This is an optimization exercise on Yosys and OpenROAD, whose aim is a short achievable clock period and few clock cycles, not a production implementation. Only simulation tests tie the RTL to the original design; equivalence was not proved.

==> design/flow/design.v <==
module scs_core (
    input  wire        clk,
    input  wire        rst,           
    output wire [15:0] imem_addr,
    input  wire [31:0] imem_rdata,
    input  wire        plen_we,       
    input  wire [15:0] plen_wdata,
    input  wire        start,         
    input  wire        exec_valid,    
    input  wire [31:0] exec_word,
    output wire [1:0]  state,
    output wire [3:0]  cause,
    output wire        busy,
    input  wire [4:0]  dbg_sel,
    output reg  [31:0] dbg_data
);
    localparam [1:0] ST_IDLE    = 2'd0;
    localparam [1:0] ST_RUNNING = 2'd1;
    localparam [1:0] ST_HALTED  = 2'd2;
    localparam [1:0] ST_FAULTED = 2'd3;
    localparam [3:0] F_NONE       = 4'd0;
    localparam [3:0] F_ILLEGAL    = 4'd1;
    localparam [3:0] F_INVALID    = 4'd2;
    localparam [3:0] F_INCOMPLETE = 4'd3;
    localparam [3:0] F_ARITY      = 4'd4;
    localparam [3:0] F_UNDERFLOW  = 4'd5;
    localparam [3:0] F_OVERFLOW   = 4'd6;
    localparam [3:0] F_DIVZERO    = 4'd7;
    localparam [3:0] F_JUMPOOB    = 4'd8;
    localparam [3:0] F_NEGSHIFT   = 4'd9;
    localparam [4:0] OP_PUSH = 5'd1,  OP_POP  = 5'd2,  OP_ADD  = 5'd3,  OP_SUB  = 5'd4;
    localparam [4:0] OP_INC  = 5'd5,  OP_DEC  = 5'd6,  OP_IMUL = 5'd7,  OP_IDIV = 5'd8;
    localparam [4:0] OP_AND  = 5'd9,  OP_OR   = 5'd10, OP_XOR  = 5'd11, OP_SHL  = 5'd12;
    localparam [4:0] OP_SHR  = 5'd13, OP_CMP  = 5'd14, OP_JE   = 5'd15, OP_JMA  = 5'd16;
    localparam [4:0] OP_JNE  = 5'd17, OP_SKIP = 5'd18;
    localparam integer DIV_K = 4;     
    reg [31:0] x   [0:7];
    reg [31:0] stk [0:15];
    reg [4:0]  depth;         
    reg        z, p;
    reg [15:0] pc;            
    reg [15:0] plen;
    reg [1:0]  st;
    reg [3:0]  cs;
    reg        exec_mode;     
    reg        ir_halt;       
    reg        d_push, d_pop, d_add, d_sub, d_inc, d_dec, d_mul, d_div;
    reg        d_and, d_or, d_xor, d_shl, d_shr, d_cmp, d_jmp, d_je;
    reg        d_sf;          
    reg [2:0]  d_rs1, d_rs2, d_rd;
    reg [15:0] d_imm;
    reg [15:0] d_jlnpc;       
    reg [3:0]  d_dfault;      
    wire        take_start = (st == ST_IDLE) && !exec_mode && !plen_we && start;
    wire        take_exec  = (st == ST_IDLE) && !exec_mode && !plen_we && !start && exec_valid;
    wire [31:0] fw    = take_exec ? exec_word : imem_rdata;
    wire [4:0]  f_op  = fw[4:0];
    wire [2:0]  f_fm  = fw[7:5];
    wire f_binop = (f_op == OP_ADD) || (f_op == OP_SUB) || (f_op == OP_IMUL) || (f_op == OP_IDIV) ||
                   (f_op == OP_AND) || (f_op == OP_OR)  || (f_op == OP_XOR)  || (f_op == OP_SHL)  ||
                   (f_op == OP_SHR);
    wire f_unop  = (f_op == OP_INC) || (f_op == OP_DEC);
    wire f_jump  = (f_op == OP_JE)  || (f_op == OP_JMA) || (f_op == OP_JNE);
    localparam [2:0] C_EXEC = 3'd0, C_INCOMPLETE = 3'd1, C_ARITY = 3'd2, C_BADLIT = 3'd3, C_ILLEGAL = 3'd4;
    localparam [2:0] FMT_N = 3'd0, FMT_R1 = 3'd1, FMT_R2 = 3'd2, FMT_R3 = 3'd3, FMT_I = 3'd4;
    reg [2:0] f_cls_t;
    reg [2:0] f_fmt;
    always @(*) begin
        f_cls_t = C_ILLEGAL;
        f_fmt   = FMT_N;
        if (f_fm == 3'd6 || f_fm == 3'd7) begin
            f_cls_t = C_ILLEGAL;
        end else if (f_op == OP_PUSH || f_jump) begin
            case (f_fm)
                3'd0: f_cls_t = C_EXEC;
                3'd1: begin f_cls_t = C_EXEC; f_fmt = FMT_I; end
                3'd5: f_cls_t = C_BADLIT;
                default: f_cls_t = C_ARITY;
            endcase
        end else if (f_op == OP_POP || f_op == OP_SKIP) begin
            case (f_fm)
                3'd0: f_cls_t = C_EXEC;
                3'd5: f_cls_t = C_ILLEGAL;
                default: f_cls_t = C_ARITY;
            endcase
        end else if (f_binop) begin
            case (f_fm)
                3'd0: f_cls_t = C_EXEC;
                3'd1, 3'd2: f_cls_t = C_INCOMPLETE;
                3'd3: begin f_cls_t = C_EXEC; f_fmt = FMT_R3; end
                3'd4: f_cls_t = C_ARITY;
                default: f_cls_t = C_ILLEGAL;
            endcase
        end else if (f_unop) begin
            case (f_fm)
                3'd0: f_cls_t = C_EXEC;
                3'd1: begin f_cls_t = C_EXEC; f_fmt = FMT_R1; end
                3'd5: f_cls_t = C_ILLEGAL;
                default: f_cls_t = C_ARITY;
            endcase
        end else if (f_op == OP_CMP) begin
            case (f_fm)
                3'd0: f_cls_t = C_EXEC;
                3'd1: f_cls_t = C_INCOMPLETE;
                3'd2: begin f_cls_t = C_EXEC; f_fmt = FMT_R2; end
                3'd5: f_cls_t = C_ILLEGAL;
                default: f_cls_t = C_ARITY;
            endcase
        end
    end
    reg [31:0] f_mbz;
    always @(*) begin
        case (f_fmt)
            FMT_R1:  f_mbz = 32'hFFFFF800;
            FMT_R2:  f_mbz = 32'hFFFFC000;
            FMT_R3:  f_mbz = 32'hFFFE0000;
            FMT_I:   f_mbz = 32'h0000FF00;
            default: f_mbz = 32'hFFFFFF00;
        endcase
    end
    wire [2:0] f_cls = (f_cls_t == C_ILLEGAL)                                 ? C_ILLEGAL :
                       ((fw & f_mbz) != 32'd0)                                ? C_ILLEGAL :
                       (f_fmt == FMT_I && f_jump && fw[31:16] == 16'd0)       ? C_ILLEGAL :
                       f_cls_t;
    reg [3:0] f_dfault;
    always @(*) begin
        case (f_cls)
            C_ILLEGAL:    f_dfault = F_ILLEGAL;
            C_INCOMPLETE: f_dfault = F_INCOMPLETE;
            C_ARITY:      f_dfault = F_ARITY;
            C_BADLIT:     f_dfault = F_INVALID;
            default:      f_dfault = F_NONE;
        endcase
    end
    wire [3:0]  sp   = depth[3:0] - 4'd1;
    wire [3:0]  sp1  = depth[3:0] - 4'd2;
    wire [31:0] top  = stk[sp];
    wire [31:0] nos  = stk[sp1];
    wire [31:0] xr1  = x[d_rs1];
    wire [31:0] xr2  = x[d_rs2];
    wire        d_unop = d_inc | d_dec;
    wire        d_binop = d_add | d_sub | d_mul | d_div | d_and | d_or | d_xor | d_shl | d_shr;
    wire [31:0] opa  = d_sf ? (d_unop ? top : nos) : xr1;
    wire [31:0] opb  = d_sf ? top : xr2;
    wire [31:0] add_res = opa + opb;
    wire [31:0] sub_res = opa - opb;
    wire [31:0] inc_res = opa + 32'd1;
    wire [31:0] dec_res = opa - 32'd1;
    wire [31:0] mul_res = opa * opb;
    wire        b_big   = (opb[31:5] != 27'd0);
    wire [31:0] shl_res = b_big ? 32'd0 : (opa << opb[4:0]);
    wire [31:0] shr_ar  = $signed(opa) >>> opb[4:0];
    wire [31:0] shr_res = b_big ? {32{opa[31]}} : shr_ar;
    wire        cmp_eq  = (opa == opb);
    wire        cmp_gt  = ($signed(opa) > $signed(opb));
    wire        a_neg   = opa[31];
    wire        b_neg   = opb[31];
    wire [31:0] a_mag   = a_neg ? (32'd0 - opa) : opa;
    wire [31:0] b_mag   = b_neg ? (32'd0 - opb) : opb;
    wire        q_zero  = (a_mag < b_mag);                        
    wire [31:0] quick_q = ((a_neg ^ b_neg) && (opa != 32'd0)) ? 32'hFFFFFFFF : 32'd0;
    localparam [1:0] DV_IDLE = 2'd0, DV_SETUP = 2'd1, DV_ITER = 2'd2, DV_DONE = 2'd3;
    reg [1:0]          dv_st;
    reg [31:0]         dv_a;         
    reg [31:0]         dv_b;         
    reg [31+DIV_K:0]   dv_d;         
    reg [31:0]         dv_q;
    reg [4:0]          dv_cnt;       
    reg                dv_neg;
    function [4:0] clz32;
        input [31:0] v;
        integer k;
        begin
            clz32 = 5'd31;
            for (k = 0; k < 32; k = k + 1)
                if (v[k]) clz32 = 5'd31 - k[4:0];
        end
    endfunction
    wire [4:0]  dv_n   = clz32(dv_b) - clz32(dv_a);       
    wire [4:0]  dv_sh  = dv_n | (DIV_K - 1);
    reg [31:0]       it_r;
    reg [31+DIV_K:0] it_d;
    reg [31:0]       it_q;
    reg [32+DIV_K:0] it_diff;
    integer j;
    always @(*) begin
        it_r = dv_a;
        it_d = dv_d;
        it_q = dv_q;
        for (j = 0; j < DIV_K; j = j + 1) begin
            it_diff = {{(DIV_K+1){1'b0}}, it_r} - {1'b0, it_d};
            if (!it_diff[32+DIV_K]) begin
                it_r = it_diff[31:0];
                it_q = {it_q[30:0], 1'b1};
            end else begin
                it_q = {it_q[30:0], 1'b0};
            end
            it_d = it_d >> 1;
        end
    end
    wire [31:0] dv_res = dv_neg ? ((~dv_q) + {31'd0, (dv_a == 32'd0)}) : dv_q;
    wire        dv_fin = (dv_st == DV_DONE);
    wire [31:0] div_res = dv_fin ? dv_res : quick_q;
    wire        jcond   = d_je ? z : ~z;
    wire [33:0] jt      = {18'd0, pc} + {{2{top[31]}}, top};
    wire        j_oob   = jt[33] || (jt >= {18'd0, plen});
    wire        jtaken  = d_jmp && jcond;
    wire [15:0] pc_inc  = pc + 16'd1;
    wire [15:0] jst_npc = pc + top[15:0] + 16'd1;
    wire [15:0] npc     = !jtaken ? pc_inc : (d_sf ? jst_npc : d_jlnpc);
    wire [15:0] pc_h    = !jtaken ? pc : (d_sf ? jt[15:0] : d_jlnpc - 16'd1);
    wire need2 = d_sf & (d_binop | d_cmp);
    wire need1 = d_sf & (d_unop | d_jmp) | d_pop;
    reg [3:0] fault;
    always @(*) begin
        if (d_dfault != F_NONE)                           fault = d_dfault;
        else if (d_push && depth[4])                      fault = F_OVERFLOW;
        else if (need2 && depth[4:1] == 4'd0)             fault = F_UNDERFLOW;
        else if (need1 && depth == 5'd0)                  fault = F_UNDERFLOW;
        else if (d_div && opb == 32'd0)                   fault = F_DIVZERO;
        else if ((d_shl | d_shr) && opb[31])              fault = F_NEGSHIFT;
        else if (d_jmp && d_sf && j_oob)                  fault = F_JUMPOOB;
        else                                              fault = F_NONE;
    end
    wire e_act  = ((st == ST_RUNNING) && !ir_halt) || exec_mode;
    wire e_flt  = e_act && (fault != F_NONE);
    wire stall  = d_div && !dv_fin && !q_zero;
    wire commit = e_act && (fault == F_NONE) && !stall;
    reg [31:0] res;
    always @(*) begin
        res = 32'd0;
        if (d_add) res = add_res;
        if (d_sub) res = sub_res;
        if (d_inc) res = inc_res;
        if (d_dec) res = dec_res;
        if (d_mul) res = mul_res;
        if (d_div) res = div_res;
        if (d_and) res = opa & opb;
        if (d_or)  res = opa | opb;
        if (d_xor) res = opa ^ opb;
        if (d_shl) res = shl_res;
        if (d_shr) res = shr_res;
    end
    wire running = (st == ST_RUNNING);
    assign imem_addr = running ? npc : pc;
    assign state     = (running && ir_halt) ? ST_HALTED : st;
    assign cause     = cs;
    assign busy      = (running && !ir_halt) || exec_mode;
    always @(*) begin
        if (dbg_sel[4]) begin
            dbg_data = stk[dbg_sel[3:0]];
        end else begin
            case (dbg_sel[3:0])
                4'd0, 4'd1, 4'd2, 4'd3, 4'd4, 4'd5, 4'd6, 4'd7: dbg_data = x[dbg_sel[2:0]];
                4'd8:    dbg_data = {{27{1'b0}}, depth} - 32'd1;
                4'd9:    dbg_data = {30'd0, p, z};
                4'd10:   dbg_data = {16'd0, pc};
                4'd11:   dbg_data = {16'd0, plen};
                4'd12:   dbg_data = {16'd0, 10'd0, cs, st};
                default: dbg_data = 32'd0;
            endcase
        end
    end
    wire load_ir = take_start || take_exec || (running && commit);
    integer i;
    always @(posedge clk) begin
        if (load_ir) begin
            d_push  <= (f_op == OP_PUSH);
            d_pop   <= (f_op == OP_POP);
            d_add   <= (f_op == OP_ADD);
            d_sub   <= (f_op == OP_SUB);
            d_inc   <= (f_op == OP_INC);
            d_dec   <= (f_op == OP_DEC);
            d_mul   <= (f_op == OP_IMUL);
            d_div   <= (f_op == OP_IDIV);
            d_and   <= (f_op == OP_AND);
            d_or    <= (f_op == OP_OR);
            d_xor   <= (f_op == OP_XOR);
            d_shl   <= (f_op == OP_SHL);
            d_shr   <= (f_op == OP_SHR);
            d_cmp   <= (f_op == OP_CMP);
            d_jmp   <= f_jump;
            d_je    <= (f_op == OP_JE);
            d_sf    <= (f_fm == 3'd0);
            d_rs1   <= fw[10:8];
            d_rs2   <= fw[13:11];
            d_rd    <= fw[16:14];
            d_imm   <= fw[31:16];
            d_jlnpc <= fw[31:16] - 16'd1;
            d_dfault <= f_dfault;
        end
    end
    always @(posedge clk) begin
        if (rst) begin
            for (i = 0; i < 8; i = i + 1) x[i] <= 32'd0;
            depth     <= 5'd0;
            z         <= 1'b0;
            p         <= 1'b0;
            pc        <= 16'd0;
            plen      <= 16'd0;
            st        <= ST_IDLE;
            cs        <= F_NONE;
            exec_mode <= 1'b0;
            ir_halt   <= 1'b0;
            dv_st     <= DV_IDLE;
        end else begin
            if (st == ST_IDLE && !exec_mode) begin
                if (plen_we) begin
                    plen <= plen_wdata;
                end else if (start) begin
                    st      <= ST_RUNNING;
                    ir_halt <= (pc >= plen);
                end else if (exec_valid) begin
                    exec_mode <= 1'b1;
                    ir_halt   <= 1'b0;
                end
            end
            if (running && ir_halt) begin
                st <= ST_HALTED;
            end
            if (e_flt) begin
                st        <= ST_FAULTED;
                cs        <= fault;
                exec_mode <= 1'b0;
            end
            case (dv_st)
                DV_IDLE: if (e_act && !e_flt && stall) begin
                    dv_st  <= DV_SETUP;
                    dv_a   <= a_mag;
                    dv_b   <= b_mag;
                    dv_neg <= a_neg ^ b_neg;
                end
                DV_SETUP: begin
                    dv_st  <= DV_ITER;
                    dv_d   <= {{DIV_K{1'b0}}, dv_b} << dv_sh;
                    dv_q   <= 32'd0;
                    dv_cnt <= dv_sh >> 2;
                end
                DV_ITER: begin
                    dv_a   <= it_r;
                    dv_d   <= it_d;
                    dv_q   <= it_q;
                    dv_cnt <= dv_cnt - 5'd1;
                    if (dv_cnt == 5'd0) dv_st <= DV_DONE;
                end
                default: dv_st <= DV_IDLE;     
            endcase
            if (commit) begin
                if (d_push) begin
                    stk[depth[3:0]] <= d_sf ? x[0] : {{16{d_imm[15]}}, d_imm};
                    if (d_sf) begin
                        for (i = 0; i < 7; i = i + 1) x[i] <= x[i+1];
                        x[7] <= 32'd0;
                    end
                    depth <= depth + 5'd1;
                end
                if (d_pop) begin
                    for (i = 1; i < 8; i = i + 1) x[i] <= x[i-1];
                    x[0]  <= top;
                    depth <= depth - 5'd1;
                end
                if (d_unop) begin
                    if (d_sf) stk[sp] <= res;
                    else      x[d_rs1] <= res;
                end
                if (d_binop) begin
                    if (d_sf) begin
                        stk[sp1] <= res;
                        depth    <= depth - 5'd1;
                    end else begin
                        x[d_rd] <= res;
                    end
                end
                if (d_cmp) begin
                    z <= cmp_eq;
                    p <= cmp_gt;
                end
                if (d_jmp && d_sf) depth <= depth - 5'd1;
                if (exec_mode) begin
                    pc        <= pc_h;
                    exec_mode <= 1'b0;
                end else begin
                    pc      <= npc;
                    ir_halt <= (npc >= plen);
                end
            end
        end
    end
endmodule
==> design/flow/run.sh <==
#!/bin/bash
# synth_recipe.tcl (not shown) runs the flow's synth.tcl, then flattens the netlist and writes it again
# the make line also repeats each setting of config.mk as NAME=value (left out here)
make -C /OpenROAD-flow-scripts/flow DESIGN_CONFIG=/design/flow/config.mk WORK_HOME=/design/flow/orfs CLKGATE_MAP_FILE= SYNTH_SCRIPT=/design/flow/synth_recipe.tcl finish
==> design/flow/config.mk <==
export PLATFORM = sky130hd
export DESIGN_NAME = scs_core
export DESIGN_NICKNAME = scs_core
export VERILOG_FILES = /design/flow/design.v
export SDC_FILE = /design/flow/constraint.sdc
export NUM_CORES = 4
export LEC_CHECK = 0
export CAP_MARGIN = 20
export CORE_MARGIN = 2
export CORE_UTILIZATION = 40
export SLEW_MARGIN = 20
==> design/flow/constraint.sdc <==
create_clock -name core_clock -period 13.0 [get_ports {clk}]
set_input_delay 2.6000 -clock core_clock [delete_from_list [all_inputs] [get_ports {clk}]]
set_output_delay 2.6000 -clock core_clock [all_outputs]
set_load 0.01 [all_outputs]
==> results.json <==
{
  "ys_async_sr_fraction": 0,
  "syn_area_per_cell_um2": 10.28,
  "clock_path_buffers": 3,
  "hold_path.class": "reg -> reg",
  "rr_endpoint": "stk[1][30]",
  "stdcell_area_um2": 121600,
  "setup_viol": 0,
  "grt_max_degree": 135,
  "clkLatencyLatePin_ns": 0.84,
  "gp_congestion": 1.080,
  "syn_to_final_growth_pct": 14.60,
  "final_antenna_net_count": 0,
  "overflow": 0,
  "synth_area_um2": 106100,
  "drv_slew": 0,
  "min-delay-start": "d_rs2[1]",
  "die-area_um2": 269400,
  "reg2regPathDepth": 39,
  "firstDrtPassIters": 9,
  "slowest_stage": "o21a_1",
  "tritoncts": "yes",
  "status": "timing/DRC/antenna clean",
  "synth_nets": 11300,
  "yosysSeqAreaShare": 0.2838,
  "ys_warn_count": 1,
  "dieHeight_um": 519.1,
  "worst_pin_slew_ns": 1.314,
  "regToRegStartpoint": "depth[2]",
  "grt_pass1_vias": 92640,
  "path_max_fanout": 36,
  "placed_cells": 14150,
  "startpoint_type": "flip-flop",
  "cp.required_ns": 13.53,
  "clkSlewWorstSetupHoldPaths_ns": 0.06,
  "fin_crit_sh": 0.9786,
  "antenna_found_initial": 27,
  "startpoint": "depth[2]",
  "layout_commonest_cell": "edfxtp_1",
  "wl_met3_mm": 62.91,
  "core_area_um2": 264600,
  "cp_slowest_stage_delay_ns": 0.85,
  "timing.fmax_mhz": 78.61,
  "grt_use_total": 0.3561,
  "fin_cells": 14400,
  "root_buffer": "clkbuf_16",
  "vias": 95180,
  "path_class": "reg -> reg",
  "final_layout_size_suffix_gt1_frac": 0.1964,
  "highest_layer": "met5",
  "synth_seq_cells": 1021,
  "cts_hold_buf": 0,
  "synthFlopType": "edfxtp_1",
  "grt_pass1_wl_mm": 693.3,
  "wire_per_inst_um": 34.26,
  "cts.sinks": 1021,
  "cts_buffers": 119,
  "wl_met1_mm": 182.1,
  "placed_cell_area_um2": 117200,
  "ioPinCount": 145,
  "initial_core_util": 0.4010,
  "synth_edf_count": 966,
  "synthCells": 10330,
  "nets": 11730,
  "vias_per_cell": 6.609,
  "io_buffers": 144,
  "drv_cap": 0,
  "ys_types": 121,
  "fp-row-count": 189,
  "clock_skew_ns": 0.08624,
  "r2r_slack_ns": 0.28,
  "route.met2.wl_mm": 213.9,
  "die_w_um": 519.1,
  "critPathCapture": "stk[1][30]",
  "fin_util": 0.4595,
  "crit_arrival_ns": 13.25,
  "min_period_ns": 12.72,
  "cts_max_level": 3,
  "final_cell_mix": "966 x edfxtp_1, 899 x nand2_1, 875 x mux2i_1, 867 x buf_4, 808 x inv_1",
  "endpoint_kind": "flip-flop",
  "routed_wirelength_mm": 493.4,
  "hpwlAfterDp_mm": 368.6,
  "final_hold_viol_count": 0,
  "drc": 0,
  "drtIter0Drc": 12970,
  "maxSlewHeadroom": 0.1220
}
## per-stage QoR
step / TNS [ns] / worst slack [ns] / hold slack (ns)
floorplan: 0 / 0.1455 / 0.4338
global placement: -39.67 / -1.283 / 0.4647
detailed placement: -28.42 / -0.9376 / 0.4715
CTS: 0 / 0.004551 / 0.4896
global route: -0.007661 / -0.007661 / 0.5012
finish: 0 / 0.2783 / 0.4862
## metal layers
layer | GRT usage | vias up
li1 | - | 39220
met1 | 0.4519 | 47460
met2 | 0.5373 | 6911
met3 | 0.1083 | 1571
met4 | 0.2050 | 16
met5 | 0 | -
## synth_stat cells, types with 51 or more instances
cell | n | share of area
a21o_1 | 132 | 0.0093
fa_1 | 416 | 0.078
buf_1 | 90 | 0.0032
inv_1 | 810 | 0.029
buf_2 | 147 | 0.0069
o31ai_1 | 51 | 0.0036
buf_4 | 79 | 0.0056
edfxtp_1 | 966 | 0.27
mux2i_1 | 880 | 0.083
nand2b_1 | 65 | 0.0038
nor2b_1 | 60 | 0.0035
nand3_1 | 164 | 0.0077
xnor2_1 | 350 | 0.029
a22oi_1 | 62 | 0.0044
ha_1 | 473 | 0.056
o21a_1 | 82 | 0.0058
a31oi_1 | 91 | 0.0054
clkbuf_1 | 459 | 0.016
o21ai_0 | 354 | 0.017
nor3_1 | 164 | 0.0077
a221oi_1 | 234 | 0.019
xor2_1 | 85 | 0.0070
nor2_1 | 731 | 0.026
mux4_2 | 641 | 0.14
a211oi_1 | 95 | 0.0067
dfxtp_1 | 55 | 0.010
mux2_2 | 80 | 0.0085
nand2_1 | 901 | 0.032
and2_1 | 54 | 0.0032
a21oi_1 | 689 | 0.032
## kinds of logic (layout without fill, tap and decap cells)
kind of cell	after synthesis	count (layout)	synth area share
simple gates	2445	2445	0.1042
compound gates	2263	2263	0.1434
xor+xnor	442	442	0.03738
fa+ha+maj	889	889	0.1343
other cells	0	18	0
flops	1021	1021	0.2838
mux	1609	1609	0.2294
buf+inv	1656	2181	0.06759
## worst min-delay path by stage
stage / to / slack [ns] / cells after the start
after floorplan: p / 0.43 / 2
after global placement: flip-flop / 0.46 / 1
after detailed placement: flip-flop / 0.47 / 1
after CTS: flip-flop / 0.49 / 1
after global routing: flip-flop / 0.50 / 1
final: flip-flop / 0.49 / 1
## registers in the layout, summed over array words and instances, names as in the netlist, 4 cells and up, named ones only
register and flops:
dv_d 36, d_imm 16, depth 5, stk 512, dv_a 32, x 256
dv_b 32, cs 4, plen 16, dv_cnt 5, dv_q 32, d_jlnpc 16
pc 16
## what timing repair did
| action | CTS | global route |
|---|---|---|
| gates cloned | 0 | 1 |
| resized for setup | 20 | 30 |
| pin swaps | 2 | 13 |
| endpoints found under the setup margin | 33 | 55 |
| hold endpoints to repair | 0 | 0 |
| setup buffers | 1 | 1 |
## area by class of cell
class                      instances  area [µm²]
clock inverter                    83       978.4
fill                           24650      143000
timing repair buffer            1124       10190
clock buffer                     142        3064
inverter                         832        3129
sequential                      1021       30130
antenna                           18       45.04
multi-input combinational       7648       69640
tap                             3533        4420
## critical path: cells and delay by family (launching register included)
kind	cells	cell delay, ns
xor gates and xnor gates	2	0.79
AOI/OAI and AO/OA	11	3.57
buffers and inverters	12	1.82
and+or+nand+nor	2	0.43
muxes	2	0.29
DFF	1	0.66
adders and majority gates	10	4.72
Testbench counts, summed over its fixed seeds: cycles 60,650.

==> afterwards: timing with drivers on the ports <==
In the flow no input, the clock included, has a driving cell. The finished layout below was timed again as built, in two steps. Step 1 sets driving cells, clkbuf_16 on the clock port and buf_2 on the other inputs (assumed; they add their load-dependent delay and slew). Step 2, shift: input delay + t, output delay - t, t = (earliest + latest rising clock arrival at the registers) / 2. This alone moves slack from input paths to output paths. Three values: ideal, step 1, step 2; two values: the first two.
t (ns): 0.893
setup slack, ns: 0.278 / 0.278 / 0.278
worst data-port slew with drivers (ns): 0.14
cell pins on the clock port's net: 1
After both steps setup and hold are still met in this run. The setup slack of this run moves by 0.000 ns with the drivers and by 0.000 ns with both steps.
